Source: an optimization exercise on an open RTL-to-GDS flow (aim: a short achievable clock period and few clock cycles per item). Production flows keep margins and buffers that such runs may drop. RTL that was checked went through simulation tests only; none was proved equivalent to the original. No activity file was given, so power comes from the tool's default toggle rates.

## job 3622
==> flow/design.v <==
module ksih_keydec (
    input  wire [7:0] addr,
    output reg  [4:0] data
);
    always @(*) begin
        case (addr)
            8'hE7: data = 5'h00;
            8'h77: data = 5'h01;
            8'h7B: data = 5'h02;
            8'h7D: data = 5'h03;
            8'hB7: data = 5'h04;
            8'hBB: data = 5'h05;
            8'hBD: data = 5'h06;
            8'hD7: data = 5'h07;
            8'hDB: data = 5'h08;
            8'hDD: data = 5'h09;
            8'h7E: data = 5'h0A;
            8'hBE: data = 5'h0B;
            8'hDE: data = 5'h0C;
            8'hEE: data = 5'h0D;
            8'hED: data = 5'h0E;
            8'hEB: data = 5'h0F;
            default: data = 5'h10;
        endcase
    end
endmodule
module ksih (
    input  wire        clk,
    input  wire        rst,           
    output wire [3:0]  col_o,         
    input  wire [3:0]  row_i,         
    output wire [4:0]  out_o,         
    output wire        out_we_o,      
    input  wire        edge_i,        
    output wire        irq_o,         
    input  wire        invoke_i,      
    output wire        ret_o,         
    output wire        busy_o,        
    input  wire        hcmd_valid_i,  
    input  wire [10:0] hcmd_i,        
    output wire [7:0]  hrdata_o       
);
    localparam [3:0] PAT0 = 4'b1110, PAT1 = 4'b1101, PAT2 = 4'b1011,
                     PAT3 = 4'b0111;
    localparam [4:0] NOKEY_OUT = 5'h10;
    function [15:0] codes(input [3:0] c);
        case (c)
            PAT0:    codes = 16'hABCD;
            PAT1:    codes = 16'h369E;
            PAT2:    codes = 16'h258F;
            PAT3:    codes = 16'h1470;
            default: codes = 16'h0000;
        endcase
    endfunction
    function [3:0] rot(input [3:0] c);
        rot = {c[2:0], c[3]};
    endfunction
    reg [3:0] col_q;
    reg [4:0] out_q;
    reg       ier_q;
    reg       isr_q;
    reg       irq_q;       
    reg       busy_q;
    reg       scan_q;
    reg       fin_we_q;
    reg [3:0] pre_row_q;
    reg [3:0] pre_col_q;
    reg        me_q;       
    reg [4:0]  mres_q;     
    reg [3:0]  mcol_q;     
    reg [15:0] cr_q;       
    reg [7:0] hrdata_q;
    reg       out_we_q;
    reg       ret_q;
    wire [4:0] pre_res;
    ksih_keydec u_keydec (
        .addr ({pre_row_q, pre_col_q}),
        .data (pre_res)
    );
    wire       pre_ok   = !pre_res[4] || (pre_col_q == PAT3);
    wire       is_pat0  = (col_q == PAT0);
    wire       is_pat1  = (col_q == PAT1);
    wire       nlast    = (mcol_q == PAT3);
    wire       nend_pre = pre_ok && (rot(mcol_q) == pre_col_q);
    wire       b_me     = nlast || nend_pre;
    wire [4:0] b_mres   = nend_pre ? pre_res : NOKEY_OUT;
    wire [3:0] b_mcol   = nlast ? mcol_q : rot(mcol_q);
    wire [15:0] b_cr    = codes(mcol_q);
    wire [4:0] out_keep = (busy_q && fin_we_q) ? pre_res : out_q;
    wire [3:0]  col_d, pre_row_d, pre_col_d, mcol_d;
    wire [4:0]  out_d, mres_d;
    wire [15:0] cr_d;
    wire [7:0]  hrdata_d;
    wire ier_d, isr_d, irq_d, busy_d, scan_d, fin_we_d, me_d, out_we_d, ret_d;
    ksih_next u_next (
        .rst (rst), .row_i (row_i), .edge_i (edge_i), .invoke_i (invoke_i),
        .hcmd_valid_i (hcmd_valid_i), .hcmd_i (hcmd_i),
        .col_q (col_q), .ier_q (ier_q), .isr_q (isr_q), .busy_q (busy_q),
        .scan_q (scan_q), .fin_we_q (fin_we_q), .pre_row_q (pre_row_q),
        .pre_col_q (pre_col_q), .me_q (me_q), .mres_q (mres_q),
        .mcol_q (mcol_q), .cr_q (cr_q), .hrdata_q (hrdata_q),
        .is_pat0 (is_pat0), .is_pat1 (is_pat1), .out_keep (out_keep),
        .b_me (b_me), .b_mres (b_mres), .b_mcol (b_mcol), .b_cr (b_cr),
        .col_d (col_d), .out_d (out_d), .ier_d (ier_d), .isr_d (isr_d),
        .irq_d (irq_d), .busy_d (busy_d), .scan_d (scan_d),
        .fin_we_d (fin_we_d), .pre_row_d (pre_row_d), .pre_col_d (pre_col_d),
        .me_d (me_d), .mres_d (mres_d), .mcol_d (mcol_d), .cr_d (cr_d),
        .hrdata_d (hrdata_d), .out_we_d (out_we_d), .ret_d (ret_d)
    );
    always @(posedge clk) begin
        col_q     <= col_d;
        out_q     <= out_d;
        ier_q     <= ier_d;
        isr_q     <= isr_d;
        irq_q     <= irq_d;
        busy_q    <= busy_d;
        scan_q    <= scan_d;
        fin_we_q  <= fin_we_d;
        pre_row_q <= pre_row_d;
        pre_col_q <= pre_col_d;
        me_q      <= me_d;
        mres_q    <= mres_d;
        mcol_q    <= mcol_d;
        cr_q      <= cr_d;
        hrdata_q  <= hrdata_d;
        out_we_q  <= out_we_d;
        ret_q     <= ret_d;
    end
    assign col_o    = col_q;
    assign out_o    = out_q;
    assign out_we_o = out_we_q;
    assign irq_o    = irq_q;
    assign ret_o    = ret_q;
    assign busy_o   = busy_q;
    assign hrdata_o = hrdata_q;
endmodule
module ksih_next (
    input  wire        rst,
    input  wire [3:0]  row_i,
    input  wire        edge_i,
    input  wire        invoke_i,
    input  wire        hcmd_valid_i,
    input  wire [10:0] hcmd_i,
    input  wire [3:0]  col_q,
    input  wire        ier_q,
    input  wire        isr_q,
    input  wire        busy_q,
    input  wire        scan_q,
    input  wire        fin_we_q,
    input  wire [3:0]  pre_row_q,
    input  wire [3:0]  pre_col_q,
    input  wire        me_q,
    input  wire [4:0]  mres_q,
    input  wire [3:0]  mcol_q,
    input  wire [15:0] cr_q,
    input  wire [7:0]  hrdata_q,
    input  wire        is_pat0,
    input  wire        is_pat1,
    input  wire [4:0]  out_keep,
    input  wire        b_me,
    input  wire [4:0]  b_mres,
    input  wire [3:0]  b_mcol,
    input  wire [15:0] b_cr,
    output reg  [3:0]  col_d,
    output reg  [4:0]  out_d,
    output reg         ier_d,
    output reg         isr_d,
    output wire        irq_d,
    output reg         busy_d,
    output reg         scan_d,
    output wire        fin_we_d,
    output wire [3:0]  pre_row_d,
    output wire [3:0]  pre_col_d,
    output wire        me_d,
    output wire [4:0]  mres_d,
    output wire [3:0]  mcol_d,
    output wire [15:0] cr_d,
    output reg  [7:0]  hrdata_d,
    output reg         out_we_d,
    output reg         ret_d
);
    localparam [2:0] OP_WRCOL = 3'd0, OP_RDCMB = 3'd1, OP_WROUT = 3'd2,
                     OP_ISTAT = 3'd3, OP_IDIS  = 3'd4, OP_ICLR  = 3'd5,
                     OP_IEN   = 3'd6;
    localparam [3:0] PAT0 = 4'b1110, PAT1 = 4'b1101, PAT2 = 4'b1011;
    localparam [4:0] NOKEY_OUT = 5'h10;
    wire [3:0] m;                        
    assign m[0] = (row_i == 4'b1110);
    assign m[1] = (row_i == 4'b1101);
    assign m[2] = (row_i == 4'b1011);
    assign m[3] = (row_i == 4'b0111);
    wire       hit  = |m;
    wire [3:0] code = ({4{m[0]}} & cr_q[3:0])  | ({4{m[1]}} & cr_q[7:4]) |
                      ({4{m[2]}} & cr_q[11:8]) | ({4{m[3]}} & cr_q[15:12]);
    wire [2:0] op    = hcmd_i[10:8];
    wire [7:0] arg   = hcmd_i[7:0];
    wire host  = !busy_q && hcmd_valid_i && !invoke_i;
    wire start = !busy_q && invoke_i;
    wire full  = isr_q | edge_i;
    wire to1   = is_pat0 && !hit;        
    wire [4:0] pre_now = hit ? {1'b0, m[0] ? 4'hE : m[1] ? 4'h9 : m[2] ? 4'h6 : 4'h3}
                             : NOKEY_OUT;
    assign pre_row_d = busy_q ? pre_row_q : row_i;
    assign pre_col_d = busy_q ? pre_col_q : col_q;
    assign fin_we_d  = full;
    assign me_d      = busy_q ? b_me   : (is_pat1 && hit);
    assign mres_d    = busy_q ? b_mres : (is_pat1 ? pre_now : NOKEY_OUT);
    assign mcol_d    = busy_q ? b_mcol : (to1 ? PAT2 : PAT1);
    assign cr_d      = busy_q ? b_cr   : (to1 ? 16'h369E : 16'hABCD);
    assign irq_d     = ier_d & isr_d;
    always @(*) begin
        ier_d    = ier_q;
        isr_d    = isr_q | edge_i;
        col_d    = col_q;
        hrdata_d = hrdata_q;
        out_d    = out_keep;
        out_we_d = 1'b0;
        ret_d    = 1'b0;
        busy_d   = 1'b0;
        scan_d   = 1'b0;
        if (busy_q) begin
            busy_d   = scan_q && !hit && !me_q;
            scan_d   = scan_q && !hit && !me_q;
            ret_d    = !scan_q || hit || me_q;
            out_we_d = scan_q ? (hit || me_q) : fin_we_q;
            if (scan_q) begin
                out_d = hit ? {1'b0, code} : mres_q;
                if (!hit)
                    col_d = mcol_q;
            end
        end else if (invoke_i) begin
            busy_d = 1'b1;
            scan_d = full && !(is_pat0 && hit);
            ier_d  = full;
            isr_d  = 1'b0;
            if (full)
                col_d = to1 ? PAT1 : PAT0;
        end else if (hcmd_valid_i) begin
            case (op)
                OP_WRCOL: col_d = arg[3:0];
                OP_RDCMB: hrdata_d = {row_i, col_q};
                OP_WROUT: begin
                    out_d    = arg[4:0];
                    out_we_d = 1'b1;
                end
                OP_ISTAT: hrdata_d = {7'b0, isr_q};
                OP_IDIS:  if (arg[0]) ier_d = 1'b0;
                OP_ICLR:  if (arg[0]) isr_d = edge_i;
                OP_IEN:   if (arg[0]) ier_d = 1'b1;
                default:  ;
            endcase
        end
        if (rst) begin
            col_d    = 4'b1111;
            ier_d    = 1'b0;
            isr_d    = 1'b0;
            hrdata_d = 8'h00;
            out_we_d = 1'b0;
            ret_d    = 1'b0;
            busy_d   = 1'b0;
            scan_d   = 1'b0;
        end
    end
endmodule
make LEC_CHECK=0 ABC_AREA=1 CAP_MARGIN=20 CORE_MARGIN=2 CORE_UTILIZATION=40 SETUP_SLACK_MARGIN=3.5 SLEW_MARGIN=20 SYNTH_HIERARCHICAL=1 SYNTH_MINIMUM_KEEP_SIZE=0 finish   # period 5.0 ns
run.sh (not shown) runs the stock make flow with config.mk's settings and CLKGATE_MAP_FILE= SYNTH_SCRIPT=/design/flow/synth_recipe.tcl, a recipe that flattens the netlist after the stock synthesis.
Job 3622 ran to completion and came out clean on the timing, DRC and antenna checks.
Testbench counts of job 3622, summed over its fixed seeds: cycles 10,537, runs 3,200.
Inputs modified between job 3622 and job 3759:
-- flow/design.v --
<<< job 3622, line 73
    reg       out_we_q;
    reg       ret_q;
    wire [4:0] pre_res;
    ksih_keydec u_keydec (
>>> job 3759, line 73
    reg       out_we_q;
    reg       ret_q;
    reg       busy_oq;
    reg [3:0] col_oq;
    reg [4:0] out_oq;
    wire [4:0] pre_res;
    ksih_keydec u_keydec (
<<< job 3622, line 88
    wire [15:0] b_cr    = codes(mcol_q);
    wire [4:0] out_keep = (busy_q && fin_we_q) ? pre_res : out_q;
    wire [3:0]  col_d, pre_row_d, pre_col_d, mcol_d;
    wire [4:0]  out_d, mres_d;
    wire [15:0] cr_d;
    wire [7:0]  hrdata_d;
    wire ier_d, isr_d, irq_d, busy_d, scan_d, fin_we_d, me_d, out_we_d, ret_d;
    ksih_next u_next (
        .rst (rst), .row_i (row_i), .edge_i (edge_i), .invoke_i (invoke_i),
>>> job 3759, line 91
    wire [15:0] b_cr    = codes(mcol_q);
    wire [4:0] out_keep = (busy_q && fin_we_q) ? pre_res : out_q;
    wire [3:0]  col_d, col_od, pre_row_d, pre_col_d, mcol_d;
    wire [4:0]  out_d, out_od, mres_d;
    wire [15:0] cr_d;
    wire [7:0]  hrdata_d;
    wire ier_d, isr_d, irq_d, busy_d, busy_od, scan_d, fin_we_d, me_d, out_we_d, ret_d;
    ksih_next u_next (
        .rst (rst), .row_i (row_i), .edge_i (edge_i), .invoke_i (invoke_i),
<<< job 3622, line 106
        .fin_we_d (fin_we_d), .pre_row_d (pre_row_d), .pre_col_d (pre_col_d),
        .me_d (me_d), .mres_d (mres_d), .mcol_d (mcol_d), .cr_d (cr_d),
        .hrdata_d (hrdata_d), .out_we_d (out_we_d), .ret_d (ret_d)
    );
    always @(posedge clk) begin
>>> job 3759, line 109
        .fin_we_d (fin_we_d), .pre_row_d (pre_row_d), .pre_col_d (pre_col_d),
        .me_d (me_d), .mres_d (mres_d), .mcol_d (mcol_d), .cr_d (cr_d),
        .hrdata_d (hrdata_d), .out_we_d (out_we_d), .ret_d (ret_d),
        .busy_od (busy_od), .col_od (col_od), .out_od (out_od)
    );
    always @(posedge clk) begin
<<< job 3622, line 126
        out_we_q  <= out_we_d;
        ret_q     <= ret_d;
    end
    assign col_o    = col_q;
    assign out_o    = out_q;
    assign out_we_o = out_we_q;
    assign irq_o    = irq_q;
    assign ret_o    = ret_q;
    assign busy_o   = busy_q;
    assign hrdata_o = hrdata_q;
endmodule
>>> job 3759, line 130
        out_we_q  <= out_we_d;
        ret_q     <= ret_d;
        busy_oq   <= busy_od;
        col_oq    <= col_od;
        out_oq    <= out_od;
    end
    assign col_o    = col_oq;
    assign out_o    = out_oq;
    assign out_we_o = out_we_q;
    assign irq_o    = irq_q;
    assign ret_o    = ret_q;
    assign busy_o   = busy_oq;
    assign hrdata_o = hrdata_q;
endmodule
<<< job 3622, line 178
    output reg  [7:0]  hrdata_d,
    output reg         out_we_d,
    output reg         ret_d
);
    localparam [2:0] OP_WRCOL = 3'd0, OP_RDCMB = 3'd1, OP_WROUT = 3'd2,
>>> job 3759, line 185
    output reg  [7:0]  hrdata_d,
    output reg         out_we_d,
    output reg         ret_d,
    output wire        busy_od,
    output wire [3:0]  col_od,
    output wire [4:0]  out_od
);
    localparam [2:0] OP_WRCOL = 3'd0, OP_RDCMB = 3'd1, OP_WROUT = 3'd2,
<<< job 3622, line 206
    assign me_d      = busy_q ? b_me   : (is_pat1 && hit);
    assign mres_d    = busy_q ? b_mres : (is_pat1 ? pre_now : NOKEY_OUT);
    assign mcol_d    = busy_q ? b_mcol : (to1 ? PAT2 : PAT1);
    assign cr_d      = busy_q ? b_cr   : (to1 ? 16'h369E : 16'hABCD);
    assign irq_d     = ier_d & isr_d;
    always @(*) begin
        ier_d    = ier_q;
>>> job 3759, line 216
    assign me_d      = busy_q ? b_me   : (is_pat1 && hit);
    assign mres_d    = busy_q ? b_mres : (is_pat1 ? pre_now : NOKEY_OUT);
    assign mcol_d    = busy_q ? b_mcol : (is_pat0 ? PAT2 : PAT1);
    assign cr_d      = busy_q ? b_cr   : (is_pat0 ? 16'h369E : 16'hABCD);
    assign irq_d     = ier_d & isr_d;
    assign busy_od   = busy_d;
    assign col_od    = col_d;
    assign out_od    = out_d;
    always @(*) begin
        ier_d    = ier_q;
==> comparison <==
Between job 3622 and job 3759, the flow reports combinational-cell power consumption decreasing by more than 10%.
Job 3759 against job 3622: total leakage power -3.6%, sum of met2 wire segment lengths after detailed routing -7.7%, number of instances in the placed design +0.63%, area of the core region moved up, area occupied by multi-input gates went down by about 2.3%.
Job 3759 ended up with sequential cells as its power group with the highest consumption; job 3622 ended up with clock.
Changes observed in job 3759 relative to job 3622: total power consumption of the routed design moved down, worst-case hold slack moved up, flip-flop and latch count moved up.
Of job 3759 and job 3622, job 3759 shows the lower clock share of power, with job 3622 above it.
Delta(storage element area, job 3759 - job 3622) > 0
Testbench counts of job 3759, summed over its fixed seeds: cycles 10,537, runs 3,200.

========
Setup of before:
ksih, a different RTL version from the one above (not shown whole).
For scale: roughly 700 cells after synthesis, about 4200 um2 of cells after synthesis.
## ksih
module ksih (
    input  wire        clk,
    input  wire        rst,           
    output wire [3:0]  col_o,         
    input  wire [3:0]  row_i,         
    output wire [4:0]  out_o,         
    output wire        out_we_o,      
    input  wire        edge_i,        
    output wire        irq_o,         
    input  wire        invoke_i,      
    output wire        ret_o,         
    output wire        busy_o,        
    input  wire        hcmd_valid_i,  
    input  wire [10:0] hcmd_i,        
    output wire [7:0]  hrdata_o       
);
==> module ksih, before the edit <==
module ksih (
    input  wire        clk,
    input  wire        rst,           
    output wire [3:0]  col_o,         
    input  wire [3:0]  row_i,         
    output wire [4:0]  out_o,         
    output wire        out_we_o,      
    input  wire        edge_i,        
    output wire        irq_o,         
    input  wire        invoke_i,      
    output wire        ret_o,         
    output wire        busy_o,        
    input  wire        hcmd_valid_i,  
    input  wire [10:0] hcmd_i,        
    output wire [7:0]  hrdata_o       
);
    localparam [3:0] PAT0 = 4'b1110, PAT1 = 4'b1101, PAT2 = 4'b1011,
                     PAT3 = 4'b0111;
    localparam [4:0] NOKEY_OUT = 5'h10;
    function [15:0] codes(input [3:0] c);
        case (c)
            PAT0:    codes = 16'hABCD;
            PAT1:    codes = 16'h369E;
            PAT2:    codes = 16'h258F;
            PAT3:    codes = 16'h1470;
            default: codes = 16'h0000;
        endcase
    endfunction
    reg [3:0] col_q;
    reg [4:0] out_q;
    reg       ier_q;
    reg       isr_q;
    reg       irq_q;       
    reg       busy_q;
    reg       early_q;
    reg [3:0] pre_row_q;
    reg [3:0] pre_col_q;
    reg       first_q;     
    reg       me_q;
    reg [4:0] mres_q;
    reg [7:0] hrdata_q;
    reg       out_we_q;
    reg       ret_q;
    reg [7:0] hrdata_oq;
    reg       busy_oq;
    reg [3:0] col_oq;
    reg [4:0] out_oq;
    wire [4:0] pre_res;
    ksih_keydec u_keydec (
        .addr ({pre_row_q, pre_col_q}),
        .data (pre_res)
    );
    wire        pre_hit  = (pre_row_q == 4'b1110) || (pre_row_q == 4'b1101) ||
                           (pre_row_q == 4'b1011) || (pre_row_q == 4'b0111);
    wire        pre_ok   = !pre_res[4] || (pre_col_q == PAT3);
    wire        is_pat0  = (col_q == PAT0);
    wire        last     = (col_q == PAT3);
    wire [3:0]  rot      = {col_q[2:0], col_q[3]};
    wire [3:0]  miss_col = last ? col_q : rot;
    wire        miss_end = first_q ? ((pre_col_q == PAT1) && pre_hit) : me_q;
    wire [4:0]  miss_res = first_q ? pre_res : mres_q;
    wire        nlast    = (miss_col == PAT3);
    wire        nend_pre = pre_ok && ({miss_col[2:0], miss_col[3]} == pre_col_q);
    wire        me_d     = nlast || nend_pre;
    wire [4:0]  mres_d   = nend_pre ? pre_res : NOKEY_OUT;
    wire        first_d  = !busy_q;
    wire [15:0] cur_cr   = codes(col_q);
    wire [3:0]  col_d, col_od, pre_row_d, pre_col_d;
    wire [4:0]  out_d, out_od;
    wire [7:0]  hrdata_d, hrdata_od;
    wire ier_d, isr_d, irq_d, busy_d, busy_od, early_d, out_we_d, ret_d;
    wire full = isr_q | edge_i;
    ksih_next_col u_col (
        .rst (rst), .row_i (row_i), .full (full), .invoke_i (invoke_i),
        .hcmd_valid_i (hcmd_valid_i), .hcmd_i (hcmd_i), .busy_q (busy_q),
        .early_q (early_q), .col_q (col_q), .is_pat0 (is_pat0),
        .miss_col (miss_col), .col_d (col_d)
    );
    ksih_next_col u_col_o (
        .rst (rst), .row_i (row_i), .full (full), .invoke_i (invoke_i),
        .hcmd_valid_i (hcmd_valid_i), .hcmd_i (hcmd_i), .busy_q (busy_q),
        .early_q (early_q), .col_q (col_q), .is_pat0 (is_pat0),
        .miss_col (miss_col), .col_d (col_od)
    );
    ksih_next_out u_out (
        .row_i (row_i), .invoke_i (invoke_i), .hcmd_valid_i (hcmd_valid_i),
        .hcmd_i (hcmd_i), .busy_q (busy_q), .early_q (early_q),
        .out_q (out_q), .cur_cr (cur_cr), .miss_res (miss_res),
        .out_d (out_d)
    );
    ksih_next_out u_out_o (
        .row_i (row_i), .invoke_i (invoke_i), .hcmd_valid_i (hcmd_valid_i),
        .hcmd_i (hcmd_i), .busy_q (busy_q), .early_q (early_q),
        .out_q (out_q), .cur_cr (cur_cr), .miss_res (miss_res),
        .out_d (out_od)
    );
    ksih_next_busy u_busy (
        .rst (rst), .row_i (row_i), .invoke_i (invoke_i), .busy_q (busy_q),
        .early_q (early_q), .miss_end (miss_end), .busy_d (busy_d)
    );
    ksih_next_busy u_busy_o (
        .rst (rst), .row_i (row_i), .invoke_i (invoke_i), .busy_q (busy_q),
        .early_q (early_q), .miss_end (miss_end), .busy_d (busy_od)
    );
    ksih_next_ret u_ret (
        .rst (rst), .row_i (row_i), .full (full), .invoke_i (invoke_i),
        .hcmd_valid_i (hcmd_valid_i), .hcmd_i (hcmd_i), .busy_q (busy_q),
        .early_q (early_q), .miss_end (miss_end), .ret_d (ret_d),
        .out_we_d (out_we_d), .early_d (early_d)
    );
    ksih_next_per u_per (
        .rst (rst), .row_i (row_i), .edge_i (edge_i), .invoke_i (invoke_i),
        .hcmd_valid_i (hcmd_valid_i), .hcmd_i (hcmd_i), .busy_q (busy_q),
        .col_q (col_q), .ier_q (ier_q), .isr_q (isr_q), .hrdata_q (hrdata_q),
        .pre_row_q (pre_row_q), .pre_col_q (pre_col_q), .ier_d (ier_d),
        .isr_d (isr_d), .irq_d (irq_d), .hrdata_d (hrdata_d),
        .pre_row_d (pre_row_d), .pre_col_d (pre_col_d)
    );
    ksih_next_per u_per_o (
        .rst (rst), .row_i (row_i), .edge_i (edge_i), .invoke_i (invoke_i),
        .hcmd_valid_i (hcmd_valid_i), .hcmd_i (hcmd_i), .busy_q (busy_q),
        .col_q (col_q), .ier_q (ier_q), .isr_q (isr_q), .hrdata_q (hrdata_q),
        .pre_row_q (pre_row_q), .pre_col_q (pre_col_q), .ier_d (),
        .isr_d (), .irq_d (), .hrdata_d (hrdata_od),
        .pre_row_d (), .pre_col_d ()
    );
    always @(posedge clk) begin
        col_q     <= col_d;
        out_q     <= out_d;
        ier_q     <= ier_d;
        isr_q     <= isr_d;
        irq_q     <= irq_d;
        busy_q    <= busy_d;
        early_q   <= early_d;
        pre_row_q <= pre_row_d;
        pre_col_q <= pre_col_d;
        first_q   <= first_d;
        me_q      <= me_d;
        mres_q    <= mres_d;
        hrdata_q  <= hrdata_d;
        out_we_q  <= out_we_d;
        ret_q     <= ret_d;
        hrdata_oq <= hrdata_od;
        busy_oq   <= busy_od;
        col_oq    <= col_od;
        out_oq    <= out_od;
    end
    assign col_o    = col_oq;
    assign out_o    = out_oq;
    assign out_we_o = out_we_q;
    assign irq_o    = irq_q;
    assign ret_o    = ret_q;
    assign busy_o   = busy_oq;
    assign hrdata_o = hrdata_oq;
endmodule
make LEC_CHECK=0 ABC_AREA=1 CAP_MARGIN=20 CORE_MARGIN=2 CORE_UTILIZATION=40 SETUP_SLACK_MARGIN=3.5 SLEW_MARGIN=20 SYNTH_HIERARCHICAL=1 SYNTH_MINIMUM_KEEP_SIZE=0 finish   # period 5.0 ns
before completed end to end with timing, DRC and antenna clean.
#### Input delta (after over before)
-- flow/design.v --
<<< before, line 62
    reg [3:0] pre_row_q;
    reg [3:0] pre_col_q;
    reg       first_q;     
    reg       me_q;
    reg [4:0] mres_q;
    reg [7:0] hrdata_q;
    reg       out_we_q;
    reg       ret_q;
    reg [7:0] hrdata_oq;
    reg       busy_oq;
    reg [3:0] col_oq;
>>> after, line 62
    reg [3:0] pre_row_q;
    reg [3:0] pre_col_q;
    reg [7:0] hrdata_q;
    reg       out_we_q;
    reg       ret_q;
    reg       busy_oq;
    reg [3:0] col_oq;
<<< before, line 77
        .data (pre_res)
    );
    wire        pre_hit  = (pre_row_q == 4'b1110) || (pre_row_q == 4'b1101) ||
                           (pre_row_q == 4'b1011) || (pre_row_q == 4'b0111);
    wire        pre_ok   = !pre_res[4] || (pre_col_q == PAT3);
    wire        is_pat0  = (col_q == PAT0);
>>> after, line 73
        .data (pre_res)
    );
    wire        pre_ok   = !pre_res[4] || (pre_col_q == PAT3);
    wire        is_pat0  = (col_q == PAT0);
<<< before, line 84
    wire [3:0]  rot      = {col_q[2:0], col_q[3]};
    wire [3:0]  miss_col = last ? col_q : rot;
    wire        miss_end = first_q ? ((pre_col_q == PAT1) && pre_hit) : me_q;
    wire [4:0]  miss_res = first_q ? pre_res : mres_q;
    wire        nlast    = (miss_col == PAT3);
    wire        nend_pre = pre_ok && ({miss_col[2:0], miss_col[3]} == pre_col_q);
    wire        me_d     = nlast || nend_pre;
    wire [4:0]  mres_d   = nend_pre ? pre_res : NOKEY_OUT;
    wire        first_d  = !busy_q;
    wire [15:0] cur_cr   = codes(col_q);
    wire [3:0]  col_d, col_od, pre_row_d, pre_col_d;
    wire [4:0]  out_d, out_od;
    wire [7:0]  hrdata_d, hrdata_od;
    wire ier_d, isr_d, irq_d, busy_d, busy_od, early_d, out_we_d, ret_d;
    wire full = isr_q | edge_i;
>>> after, line 78
    wire [3:0]  rot      = {col_q[2:0], col_q[3]};
    wire [3:0]  miss_col = last ? col_q : rot;
    wire        end_pre  = pre_ok && (rot == pre_col_q);
    wire        miss_end = last || end_pre;
    wire [4:0]  miss_res = end_pre ? pre_res : NOKEY_OUT;
    wire [15:0] cur_cr   = codes(col_q);
    wire [3:0]  col_d, col_od, pre_row_d, pre_col_d;
    wire [4:0]  out_d, out_od;
    wire [7:0]  hrdata_d;
    wire ier_d, isr_d, irq_d, busy_d, busy_od, early_d, out_we_d, ret_d;
    wire full = isr_q | edge_i;
<<< before, line 143
        .pre_row_d (pre_row_d), .pre_col_d (pre_col_d)
    );
    ksih_next_per u_per_o (
        .rst (rst), .row_i (row_i), .edge_i (edge_i), .invoke_i (invoke_i),
        .hcmd_valid_i (hcmd_valid_i), .hcmd_i (hcmd_i), .busy_q (busy_q),
        .col_q (col_q), .ier_q (ier_q), .isr_q (isr_q), .hrdata_q (hrdata_q),
        .pre_row_q (pre_row_q), .pre_col_q (pre_col_q), .ier_d (),
        .isr_d (), .irq_d (), .hrdata_d (hrdata_od),
        .pre_row_d (), .pre_col_d ()
    );
    always @(posedge clk) begin
        col_q     <= col_d;
>>> after, line 133
        .pre_row_d (pre_row_d), .pre_col_d (pre_col_d)
    );
    always @(posedge clk) begin
        col_q     <= col_d;
<<< before, line 161
        pre_row_q <= pre_row_d;
        pre_col_q <= pre_col_d;
        first_q   <= first_d;
        me_q      <= me_d;
        mres_q    <= mres_d;
        hrdata_q  <= hrdata_d;
        out_we_q  <= out_we_d;
        ret_q     <= ret_d;
        hrdata_oq <= hrdata_od;
        busy_oq   <= busy_od;
        col_oq    <= col_od;
>>> after, line 143
        pre_row_q <= pre_row_d;
        pre_col_q <= pre_col_d;
        hrdata_q  <= hrdata_d;
        out_we_q  <= out_we_d;
        ret_q     <= ret_d;
        busy_oq   <= busy_od;
        col_oq    <= col_od;
<<< before, line 178
    assign ret_o    = ret_q;
    assign busy_o   = busy_oq;
    assign hrdata_o = hrdata_oq;
endmodule
module ksih_next_col (
>>> after, line 156
    assign ret_o    = ret_q;
    assign busy_o   = busy_oq;
    assign hrdata_o = hrdata_q;
endmodule
module ksih_next_col (
--- outcome ---
- Fraction of standard cell area in multi-input logic | after above before
- For the required time at the worst-slack endpoint, after came in 0.04 ns higher than before did.
- Floorplan die area down about 15% in after wrt before
- Critical path class = reg -> reg: after; critical path class = in -> reg: before
- after — via count 527 lower, before as reference
- The lower number of cells on the critical path of after and before is in before.
- after ended up with pre_col_q[3]$_DFF_P_ as its first element of the critical path; before ended up with row_i[3].
- Re number of signal-net buffers in the layout: after is about 1.4% down on before.
No functional check of the RTL was part of any run of this note.

==> re-timing with driven ports <==
No port has a modelled driver above. Below, the same layouts with a new extraction and two added sets of constraints. Step 1 (the two cells are an assumption about what drives the block):
set clk [get_ports {clk}]
set_driving_cell -lib_cell sky130_fd_sc_hd__clkbuf_16 $clk
set_driving_cell -lib_cell sky130_fd_sc_hd__buf_2 [delete_from_list [all_inputs] $clk]
Step 2, shift: input delay + t, output delay - t, t = (earliest + latest rising clock arrival at the registers) / 2. This alone moves slack from input paths to output paths. Slacks: ideal ports / drivers / drivers and shift; pairs: ideal ports / drivers.
| run | t (ns) | setup slack, ns | worst slew at a driven data input, ns |
|---|---|---|---|
| job 3622 | 0.385 | 3.069 / 3.034 / 2.785 | 0.07 |
| job 3759 | 0.370 | 3.203 / 3.173 / 2.803 | 0.07 |
| before | 0.364 | 3.226 / 3.197 / 2.843 | 0.20 |
| after | 0.347 | 3.169 / 3.169 / 2.876 | 0.21 |
After both steps every run listed still meets setup and hold. The setup slack of job 3759, which loses most, moves by -0.030 ns with the drivers and by -0.400 ns with both steps.
